Background: an optimization exercise with open tools, aiming at small area, a short achievable clock period and few clock cycles per item. Do not read the settings as production practice.
Power and IR drop assume default switching activity.

== run a ==
==> flow/design.v <==
module gf2_rank (
    input  wire         clk,
    input  wire         rst,
    input  wire         start,
    input  wire [4:0]   rows_in,
    input  wire [5:0]   cols_in,
    output wire         ready,
    input  wire         row_valid,
    input  wire [31:0]  row_in,       
    output wire         row_ready,
    output reg          done,
    output wire [2:0]   err,
    output wire [5:0]   rank_out
);
    localparam NMAX = 32;
    localparam [NMAX-1:0] CUT = (32'd1 << 2) | (32'd1 << 8) | (32'd1 << 14) | (32'd1 << 21) | (32'd1 << 28);
    localparam FIRST = 2;              
    reg        loading;                    
    reg  [4:0] rem;                        
    reg        bad_r;                      
    reg        bad_q;                      
    reg  [4:0] cnt;                        
    reg  [4:0] rank_q;                     
    reg  [NMAX-1:0] valid;                 
    reg  [5:0] n_r;                        
    reg        init;                       
    reg        rdy;                        
    assign ready     = rdy;
    assign row_ready = loading;
    assign err       = {1'b0, bad_q, bad_q};
    assign rank_out  = {1'b0, rank_q};
    wire take      = row_valid & loading;
    wire take_last = take & (rem == 5'd1);
    wire flush     = rst | start;
    wire [NMAX*(NMAX+1)-1:0] rbus;
    wire [NMAX:0] lbus, pbus, ebus;
    assign rbus[NMAX-1:0] = row_in;
    assign lbus[0] = take;
    assign pbus[0] = take;
    assign ebus[0] = take_last;
    wire [NMAX-1:0] fin_v, now_v, pre_v;
    genvar c;
    generate
        for (c = 0; c < NMAX; c = c + 1) begin : col
            wire [NMAX-1:0] rin;
            wire            lin, pin, ein;
            if (c > 0 && CUT[c]) begin : pipe
                reg [NMAX-1:0] r;
                reg            l, p, e;
                always @(posedge clk) begin
                    r <= rbus[NMAX*c +: NMAX];
                    if (flush) begin
                        l <= 1'b0;
                        p <= 1'b0;
                        e <= 1'b0;
                    end else begin
                        l <= lbus[c];
                        p <= pbus[c];
                        e <= ebus[c];
                    end
                end
                assign rin = r;
                assign lin = l;
                assign pin = p;
                assign ein = e;
            end else begin : thru
                assign rin = rbus[NMAX*c +: NMAX];
                assign lin = lbus[c];
                assign pin = pbus[c];
                assign ein = ebus[c];
            end
            reg  [NMAX-1:0] slot;
            wire [NMAX-1:0] hi  = ~((32'd2 << c) - 32'd1);
            wire            hit = rin[c];
            wire            put = lin & hit & ~valid[c];
            wire            red = hit & valid[c];
            always @(posedge clk)
                if (put)
                    slot <= rin & hi;
            assign rbus[NMAX*(c+1) +: NMAX] = rin ^ ({NMAX{red}} & slot & hi);
            assign lbus[c+1] = lin & ~(hit & ~valid[c]);
            assign pbus[c+1] = pin;
            assign ebus[c+1] = ein;
            if (c < FIRST) begin : v0
                always @(posedge clk)
                    valid[c] <= (start & (cols_in <= c)) | (~start & (valid[c] | put));
            end else begin : v1
                always @(posedge clk)
                    valid[c] <= (init & (n_r <= c)) | (~init & (valid[c] | put));
            end
            if (c >= FIRST && (c == NMAX - 1 || CUT[c+1])) begin : cend
                wire sel;
                if (c == NMAX - 1)
                    assign sel = (n_r > lo(c));
                else if (lo(c) == FIRST)
                    assign sel = (n_r <= c + 1);
                else
                    assign sel = (n_r > lo(c)) & (n_r <= c + 1);
                wire lq, pq;
                if (c == NMAX - 1) begin : stat
                    reg l, p;
                    always @(posedge clk)
                        if (flush) begin
                            l <= 1'b0;
                            p <= 1'b0;
                        end else begin
                            l <= lbus[c+1];
                            p <= pbus[c+1];
                        end
                    assign lq = l;
                    assign pq = p;
                end else begin : nxt
                    assign lq = col[c+1].pipe.l;
                    assign pq = col[c+1].pipe.p;
                end
                assign fin_v[c] = sel & ebus[c+1];
                assign now_v[c] = sel & pbus[c+1] & ~lbus[c+1];
                assign pre_v[c] = sel & pq & ~lq;
            end else begin : cmid
                assign fin_v[c] = 1'b0;
                assign now_v[c] = 1'b0;
                assign pre_v[c] = 1'b0;
            end
        end
    endgenerate
    function integer lo;
        input integer c;
        integer i;
        begin
            lo = 0;
            for (i = 1; i <= c; i = i + 1)
                if (CUT[i])
                    lo = i;
        end
    endfunction
    wire fin = |fin_v;                     
    wire now = |now_v;                     
    wire pre = |pre_v;                     
    wire       clr   = start | bad_r;
    wire [4:0] acc   = cnt + {4'd0, pre};
    wire [4:0] rnk_1 = clr ? 5'd0 : acc + 5'd1;
    wire [4:0] rnk_0 = clr ? 5'd0 : acc;
    always @(posedge clk) begin
        if (rst) begin
            done    <= 1'b0;
            init    <= 1'b0;
        end else begin
            done <= (start && rows_in == 5'd0) || fin;
            init <= start;
        end
        rdy     <= rst | (start & (rows_in == 5'd0)) | (~start & (rdy | fin));
        loading <= ~rst & ((start & (rows_in != 5'd0)) | (~start & loading & ~take_last));
        bad_q   <= start ? ((rows_in > 5'd16) | (cols_in > 6'd32)) : bad_r;
        if (start) begin
            n_r   <= cols_in;
            rem   <= rows_in;
            bad_r <= (rows_in > 5'd16) || (cols_in > 6'd32);
        end else if (take) begin
            rem   <= rem - 5'd1;
        end
        cnt    <= start ? 5'd0 : acc;
        rank_q <= now ? rnk_1 : rnk_0;
    end
endmodule
export LEC_CHECK = 0
export CAP_MARGIN = 20
export CORE_MARGIN = 2
export CORE_UTILIZATION = 50
export CTS_BUF_LIST = sky130_fd_sc_hd__clkbuf_16
export CTS_CLUSTER_DIAMETER = 80
export CTS_CLUSTER_SIZE = 30
export SLEW_MARGIN = 20
create_clock -name core_clock -period 12.0 [get_ports {clk}]
standard.sh (not shown) runs the stock make flow with config.mk's settings and CLKGATE_MAP_FILE= SYNTH_SCRIPT=/design/flow/synth_recipe.tcl, a recipe that flattens the netlist after the stock synthesis.
==> flow/flow/run.sh <==
#!/bin/bash
set -euo pipefail
bash standard.sh SETUP_SLACK_MARGIN=8.55 "BUFFER_PORTS_ARGS=-buffer_cell sky130_fd_sc_hd__buf_2" finish > make_finish.log 2>&1
Changes in run b relative to run a:
-- flow/design.v --
<<< run a, line 14
);
    localparam NMAX = 32;
    localparam [NMAX-1:0] CUT = (32'd1 << 2) | (32'd1 << 8) | (32'd1 << 14) | (32'd1 << 21) | (32'd1 << 28);
    localparam FIRST = 2;              
    reg        loading;                    
>>> run b, line 14
);
    localparam NMAX = 32;
    localparam [NMAX-1:0] CUT = (32'd1 << 2) | (32'd1 << 8) | (32'd1 << 14) | (32'd1 << 20) | (32'd1 << 26);
    localparam FIRST = 2;              
    reg        loading;                    
Run b vs. run a: post-cts repair resize count down 91, detailed-routing iteration count for the pre-antenna-repair pass shows an increase of 2, sequential share of layout area up 0.85 points, count of clock-buffer cells in the layout shows no meaningful change, worst clock skew lost 0.0039 ns. From run a to run b the numbers moved as follows: post-route fraction of the period consumed by the critical path essentially unchanged; relative area change from synthesis to final layout decreased 2.7 points; final worst-path setup slack increased 0.010 ns; cell area decreased 1.3%; global-route usage decreased 2.6 points. NOTE: wire length in run b falls short of that of run a. Relative to run a, the routability-driven placement congestion ratio of run b is lower by about 1.9%. For global-route wire length before repair, dividing the value from run a by the value from run b gives 1.10. Between run b and run a, it is run b whose clock group share of total power is higher, by 1.6 points.
No functional check of the RTL was part of any run of this note.

-- re-timing with driven ports --
The results above use ideal ports. As a check the final layouts listed here were re-extracted and re-timed, cells and wires unchanged.
Step 1 sets driving cells, clkbuf_16 on the clock port and buf_2 on the other inputs (assumed; they add their load-dependent delay and slew).
Step 2 also shifts input and output timing later by t, the mid clock arrival at the registers, as if the neighbouring blocks saw the same clock.
Three values: ideal, step 1, step 2; two values: the first two.
run | shift t [ns] | slack for setup (ns) | worst data-port slew with drivers (ns) | pins driven straight from the clock port
run a | 0.637 | 8.540 / 8.488 / 7.936 | 0.09 | 1
run b | 0.634 | 8.550 / 8.496 / 8.017 | 0.04 | 1
After both steps every run listed still meets setup and hold. The setup slack of run a, which loses most, moves by -0.052 ns with the drivers and by -0.604 ns with both steps.
